Source: an optimization exercise on an open RTL-to-GDS flow (aim: small area, a short achievable clock period and few clock cycles). Production flows keep margins and buffers that such runs may drop.
Where RTL was checked, it was by simulation tests only, not by an equivalence proof against the original.
Power is estimated from default activity; no workload was simulated.

rev 12:
Design qgk, start of the top module:
module qgk (
    input  wire        clk,
    input  wire        rst,
    input  wire        reg_wr,
    input  wire [6:0]  reg_addr,
    input  wire [31:0] reg_wdata,
    output reg  [31:0] reg_rdata,
    output wire        busy,
    output reg         mem_req,
    output reg         mem_we,
    output reg  [31:0] mem_addr,
    output reg  [3:0]  mem_be,
    output reg  [31:0] mem_wdata,
    input  wire        mem_ready,
    input  wire [31:0] mem_rdata
);
    reg [31:0] cmd_r;
    reg        st_done, st_err;
    reg [2:0]  st_cause;
    reg [31:0] wptr, aptr, bptr, mptr, sptr, zptr, optr;
    reg [15:0] nch, klen;
    reg [7:0]  zw, zout, zin;
    reg [31:0] src, dst, len;
    reg [2:0]  pbit;
    reg [31:0] rqsum, rqmul;
    reg [7:0]  rqshift, rqres;
    reg [31:0] acc0, acc1, acc2, acc3;
    localparam S_IDLE = 5'd0,
               S_Z0   = 5'd1,    
               S_Z1   = 5'd2,
               S_BA   = 5'd3,    
               S_BB   = 5'd4,
               S_WA   = 5'd5,    
               S_WB   = 5'd6,
               S_X1   = 5'd7,    
               S_X2   = 5'd8,
               S_GW   = 5'd9,    
               S_OW   = 5'd10,   
               S_MA   = 5'd11,   
               S_MB   = 5'd12,
               S_S0   = 5'd13,
               S_S1   = 5'd14,
               S_TW   = 5'd15,   
               S_OP   = 5'd16,   
               S_U_RD = 5'd17,   
               S_U_WR = 5'd18,   
               S_P_OR = 5'd19,   
               S_P_RD = 5'd20,   
               S_P_WR = 5'd21,   
  ...
export LEC_CHECK = 0
export CAP_MARGIN = 20
export CORE_MARGIN = 2
export CORE_UTILIZATION = 55
export CTS_CLUSTER_DIAMETER = 100
export CTS_CLUSTER_SIZE = 20
export SLEW_MARGIN = 20
create_clock -name core_clock -period 16.0 [get_ports {clk}]
standard.sh (not shown) runs the stock make flow with config.mk's settings and CLKGATE_MAP_FILE= SYNTH_SCRIPT=/design/flow/synth_recipe.tcl, a recipe that flattens the netlist after the stock synthesis.
==> flow/flow/run.sh <==
#!/bin/bash
# The standard ORFS layout (standard synthesis, floorplan, placement, CTS,
# routing), with two changes: the port buffers are buf_4 cells rather than the
# default delay buffers, and ORFS's timing repair is asked to keep a setup
# margin of MARGIN ns at the design's clock period. The make output goes to
# standard_flow.log; ORFS keeps each step's log under orfs/logs/.
set -euo pipefail
MARGIN=7.6
bash standard.sh SETUP_SLACK_MARGIN=$MARGIN "BUFFER_PORTS_ARGS=-buffer_cell sky130_fd_sc_hd__buf_4" finish > standard_flow.log 2>&1
## Diff of input files: rev 13 against rev 12
--- a/flow/design.v
+++ b/flow/design.v
@@ -36,26 +36,25 @@
                S_X2   = 5'd8,
                S_GW   = 5'd9,    
                S_OW   = 5'd10,   
                S_MA   = 5'd11,   
                S_MB   = 5'd12,
                S_S0   = 5'd13,
                S_S1   = 5'd14,
                S_TW   = 5'd15,   
-               S_OP   = 5'd16,   
-               S_U_RD = 5'd17,   
-               S_U_WR = 5'd18,   
-               S_P_OR = 5'd19,   
-               S_P_RD = 5'd20,   
-               S_P_WR = 5'd21,   
-               S_C_RD = 5'd22,   
-               S_C_WR = 5'd23,   
-               S_RQ   = 5'd24;   
-    reg [24:0] st;
+               S_U_RD = 5'd16,   
+               S_U_WR = 5'd17,   
+               S_P_OR = 5'd18,   
+               S_P_RD = 5'd19,   
+               S_P_WR = 5'd20,   
+               S_C_RD = 5'd21,   
+               S_C_WR = 5'd22,   
+               S_RQ   = 5'd23;   
+    reg [23:0] st;
     assign busy = !st[S_IDLE];
     reg [1:0]  wa, wo;
     reg        zpc;
     reg        conv;         
     reg [31:0] pw;           
     reg [15:0] ch;           
     reg [14:0] aw;           
     reg [15:0] co;           
@@ -200,19 +199,19 @@
     wire        snap;        
     wire       c_end = f_c_end;
     wire       last_j = f_last_j;
     wire       s_end = (st[S_S0] && !b_cross) || st[S_S1];      
     wire       o_end = st[S_OW] && ow_cend && owk[0];           
     wire       gap   = (st[S_BB] && f_k_zero) || (st[S_X2] && f_last_aw);
     wire       g_rdy = f_ch_zero || rq_idle;
     wire       g_ow  = !f_ch_zero && ow_need;
-    reg [24:0] st_adv;
+    reg [23:0] st_adv;
     always @(*) begin
-        st_adv         = 25'd0;
+        st_adv         = 24'd0;
         st_adv[S_IDLE] = st[S_IDLE] || (o_end && fin) || ((st[S_U_WR] || st[S_P_WR]) && f_pw_end) ||
                          (st[S_C_WR] && c_end && f_c_last && !f_c_tail) || (st[S_RQ] && rq_idle);
         st_adv[S_Z0]   = s_end && !f_last_ch && zpc;
         st_adv[S_Z1]   = st[S_Z0] && b_cross;
         st_adv[S_BA]   = (st[S_Z0] && !b_cross) || st[S_Z1] || (s_end && !f_last_ch && !zpc);
         st_adv[S_BB]   = st[S_BA];
         st_adv[S_WA]   = (st[S_BB] && !f_k_zero) || (st[S_X2] && !f_last_aw && last_j);
         st_adv[S_WB]   = st[S_WA];
@@ -230,17 +229,17 @@
         st_adv[S_U_WR] = st[S_U_RD];
         st_adv[S_P_RD] = st[S_P_WR] && !f_pw_end;
         st_adv[S_P_OR] = st[S_P_RD] && f_p_or;
         st_adv[S_P_WR] = (st[S_P_RD] && !f_p_or) || st[S_P_OR];
         st_adv[S_C_RD] = st[S_C_WR] && c_end && !f_c_last;
         st_adv[S_C_WR] = st[S_C_RD] || (st[S_C_WR] && !c_end);
         st_adv[S_RQ]   = st[S_RQ] && !rq_idle;
     end
-    wire [24:0] st_n = st[S_IDLE] ? (cmd_wr ? (25'd1 << d_st) : (25'd1 << S_IDLE)) :
+    wire [23:0] st_n = st[S_IDLE] ? (cmd_wr ? (24'd1 << d_st) : (24'd1 << S_IDLE)) :
                        (mem_req && !mem_ready) ? st : st_adv;
     always @(posedge clk) begin
         if (cmd_wr) begin
             pw <= 32'd0;
             ch <= 16'd0;
             co <= 16'd0;
         end
         if (ack && (st[S_WB] || st[S_U_WR] || st[S_P_WR] || st[S_C_WR]))
@@ -536,17 +535,17 @@
             acc3 <= wacc3 & {32{~rst}};
         end
     end
     always @(posedge clk) begin
         rq_start_req <= 1'b0;
         xv           <= 1'b0;
         bias_a       <= 1'b0;
         bias_b       <= 1'b0;
-        st    <= rst ? (25'd1 << S_IDLE) : st_n;
+        st    <= rst ? (24'd1 << S_IDLE) : st_n;
         if (st[S_IDLE])
             ba <= (reg_wdata[3:0] == 4'd5) ? (reg_wdata[8] ? zptr : bptr) : src;
         else if (!(mem_req && !mem_ready))
             ba <= na;
         if (rst) begin
             st_done  <= 1'b0;
             st_err   <= 1'b0;
             st_cause <= 3'd0;
## What came out
Layout checks on rev 13: not met. Flow itself completed; violations: capacitance limit, slew limit. The run showing the smaller utilization is rev 12. Going from rev 12 to rev 13, sequential share of layout area dropped 0.24 points, HPWL after detailed placement dropped 4900 um, via count climbed 425. Rev 12 has a higher met2 layer wire length in the routed design than rev 13. Area: rev 13 vs rev 12 -> rev 13 larger. Cell count: rev 12 vs rev 13 — no meaningful difference. Rev 12 → rev 13: netlist area before placement held, cell leakage power went up 0.29 nW, power share of the combinational group went down 14 points, final period demand of the worst path went up 0.11 ns, relative contribution of the clock network to total power went up 5.6 points. Going from rev 12 to rev 13, the detailed route wirelength on metal3 was found to have gone up by about 7%.
Testbench counts of rev 13, summed over its fixed seeds: cycles 61,590.
Only the layout flow was run in rev 12; the RTL was not checked for function there.

lane 4:
Another version of the RTL of qgk (not shown whole).
Size in the first run: ~8,900 cells after synthesis, about 1,300 flip-flops.
export LEC_CHECK = 0
export CAP_MARGIN = 30
export CORE_MARGIN = 2
export CORE_UTILIZATION = 50
export CTS_CLUSTER_DIAMETER = 100
export CTS_CLUSTER_SIZE = 20
export SLEW_MARGIN = 30
create_clock -name core_clock -period 16.0 [get_ports {clk}]
==> flow/flow/run.sh <==
#!/bin/bash
# The standard ORFS layout (standard synthesis, floorplan, placement, CTS,
# routing), with two changes: the port buffers are buf_4 cells rather than the
# default delay buffers, and ORFS's timing repair is asked to keep a setup
# margin of MARGIN ns at the design's clock period. The make output goes to
# standard_flow.log; ORFS keeps each step's log under orfs/logs/.
set -euo pipefail
MARGIN=7.7
bash standard.sh SETUP_SLACK_MARGIN=$MARGIN "BUFFER_PORTS_ARGS=-buffer_cell sky130_fd_sc_hd__buf_4" finish > standard_flow.log 2>&1
Testbench counts of lane 4, summed over its fixed seeds: cycles 61,292.
Input changes introduced in lane 1 (baseline for comparison: lane 4):
--- a/flow/design.v
+++ b/flow/design.v
@@ -382,66 +382,66 @@
     qgk_benc u_benc_ah (.a(lane_a[17:9]),  .d(bd_ah));
     qgk_benc u_benc_bl (.a(lane_b[8:0]),   .d(bd_bl));
     qgk_benc u_benc_bh (.a(lane_b[17:9]),  .d(bd_bh));
     wire [31:0] mac_a, mac_b;
     qgk_smlad u_mac_a (.a0(la_r[14:0]),  .a1(la_r[29:15]), .x0(xr[15:0]), .x1(xr[31:16]),
                        .t0(x3lo), .t1(x3hi), .acc(bias_a ? xr : xc ? wacc1 : wacc0), .q(mac_a));
     qgk_smlad u_mac_b (.a0(la_r[44:30]), .a1(la_r[59:45]), .x0(xr[15:0]), .x1(xr[31:16]),
                        .t0(x3lo), .t1(x3hi), .acc(bias_b ? xr : xc ? wacc3 : wacc2), .q(mac_b));
     always @(posedge clk) begin
         xr   <= mem_rdata;
         x3lo <= x3lo_n;
         x3hi <= x3hi_n;
-        la_r <= (st[S_BA] || st[S_BB]) ? 60'd0 : {bd_bh, bd_bl, bd_ah[14:3], conv ? lane_a : {bd_ah[2:0], bd_al}};
+        la_r <= (st[S_BA] || st[S_BB]) ? 60'd0 : conv ? {42'd0, lane_a} : {bd_bh, bd_bl, bd_ah, bd_al};
         if (bias_a || (xv && !xc)) wacc0 <= mac_a;
         if (bias_a || (xv &&  xc)) wacc1 <= mac_a;
         if (bias_b || (xv && !xc)) wacc2 <= mac_b;
         if (bias_b || (xv &&  xc)) wacc3 <= mac_b;
     end
     localparam R_IDLE = 2'd0, R_LOAD = 2'd1, R_PSH = 2'd2, R_MUL = 2'd3;
     reg [1:0]  rq_ph;
     reg [31:0] rq_pre;
     reg        rq_pb;
     reg [31:0] rq_a;
     reg [4:0]  rq_cnt;
     reg        rq_ovf;
     reg [1:0]  rq_k;
     reg        rq_req;
     reg        rq_fin;       
     reg        rq_fodd;      
     reg        rq_freq;      
-    reg [3:0]  rq_rem;
+    reg [2:0]  rq_rem;
     reg        rq_start_req;
     wire       rq_start = snap;
     wire [31:0] r_sum = rq_req ? rqsum : (rq_k == 2'd0) ? acc0 : (rq_k == 2'd1) ? acc1 :
                                          (rq_k == 2'd2) ? acc2 : acc3;
     wire [31:0] r_m   = rq_req ? rqmul : rq_k[1] ? mb : ma;
     wire [7:0]  r_s   = rq_req ? rqshift : rq_k[1] ? sb : sa;
     wire        r_psh = r_s[7];                          
     wire [4:0]  r_n1c = (r_s[7:5] == 3'b111) ? ~r_s[4:0] : 5'd31;    
     wire [4:0]  r_n2  = r_s[7] ? 5'd0 : (r_s[6:5] != 2'b00) ? 5'd31 : r_s[4:0];
-    wire        r_n2big = r_n2[4];
-    wire [3:0]  r_steps = r_n2big ? 4'd8 + {2'b0, r_n2[3:2]} : 4'd7;
-    wire [3:0]  r_rem   = r_n2big ? {2'b11, r_n2[1:0]} : r_n2[3:0];
+    wire        r_n2big = (r_n2[4:2] != 3'd0);
+    wire [3:0]  r_steps = 4'd7 + {1'b0, r_n2[4:2]} - {3'd0, r_n2big};
+    wire [2:0]  r_rem   = r_n2big ? {1'b1, r_n2[1:0]} : {1'b0, r_n2[1:0]};
     wire        r_load = (rq_ph == R_LOAD);
     wire [3:0]  r_dig = r_load ? r_sum[3:0] : rq_pre[3:0];
     wire        r_dpb = r_load ? 1'b0 : rq_pb;
     wire [31:0] r_ain = r_load ? 32'd0 : rq_a;
     wire [35:0] r_acc;
     qgk_rqstep u_rqstep (.a(r_ain), .m(r_m), .d0({r_dig[1:0], r_dpb}), .d1(r_dig[3:1]), .s(r_acc));
-    wire [22:0] f_lo  = rq_a[22:0] >> rq_rem;
+    wire [14:0] f_lo  = rq_a[14:0] >> rq_rem;
     wire        f_neg = rq_a[31];
-    wire [14:0] f_hm  = 15'h7FFF << rq_rem;              
-    wire        f_h0  = (rq_a[31:23] == 9'd0) && ((rq_a[22:8] & f_hm) == 15'd0);
-    wire        f_h1  = (rq_a[31:23] == {9{1'b1}}) && ((rq_a[22:8] & f_hm) == f_hm);
+    wire [6:0]  f_hm  = 7'b1111111 << rq_rem;            
+    wire        f_h0  = (rq_a[31:15] == 17'd0) && ((rq_a[14:8] & f_hm) == 7'd0);
+    wire        f_h1  = (rq_a[31:15] == {17{1'b1}}) && ((rq_a[14:8] & f_hm) == f_hm);
     wire [8:0]  f_sum = {1'b0, f_lo[7:0]} + {1'b0, zout};
     wire [7:0]  r_max = (wo == 2'd1) ? 8'd3 : (wo == 2'd2) ? 8'd15 : 8'd255;
     wire [7:0]  f_min = (f_sum[7:0] > r_max) ? r_max : f_sum[7:0];
     wire [7:0]  r_q   = f_h0 ? ((f_sum > {1'b0, r_max}) ? r_max : f_sum[7:0]) :
                         f_h1 ? (f_sum[8] ? f_min : 8'd0) :
                         f_neg ? 8'd0 : r_max;
     always @(posedge clk) begin
         rq_fin <= 1'b0;
         if (rst) begin
             rq_ph <= R_IDLE;
         end else begin
             case (rq_ph)
### Flow results
- Going from lane 4 to lane 1, non-clock buffer area fraction after layout was more or less identical; post-route cell area ~0 delta; routed wire length now sits higher.
- Between lane 1 and lane 4, the difference in sequential cell count is negligible.
- Diff lane 4..lane 1 | number of nets in the layout | negligible
Testbench counts of lane 1, summed over its fixed seeds: cycles 61,590.

==> port drivers added, routing unchanged <==
The results above use ideal ports. As a check the final layouts listed here were re-extracted and re-timed, cells and wires unchanged.
Step 1: set_driving_cell puts a clkbuf_16 on clk and a buf_2 on each other input, an assumption about the parent block.
Step 2 moves the port delays by t, midway between the first and last clock arrival at a register: inputs arrive t later, outputs are due t later. That takes back most of the time a late clock gives input paths.
Three values: no drivers, after step 1, after step 2; two values: the first two.
| run | t, ns | setup WS [ns] | worst hold slack (ns) | worst setup path at the end | cell pins on the clock port's net |
|---|---|---|---|---|---|
| rev 12 | 0.844 | 7.493 / 7.446 / 7.231 | 0.492 / 0.492 / 0.492 | input to register | 1 |
| rev 13 | 0.869 | 7.380 / 7.329 / 7.329 | 0.456 / 0.456 / 0.456 | input to output | 1 |
| lane 4 | 0.825 | 7.524 / 7.284 / 7.284 | 0.462 / 0.462 / 0.462 | input to output | 1 |
| lane 1 | 0.858 | 7.521 / 7.421 / 7.248 | 0.497 / 0.497 / 0.497 | input to register | 1 |
For lane 1, which loses most, drivers alone change the setup slack by -0.100 ns; drivers and shift together by -0.273 ns.
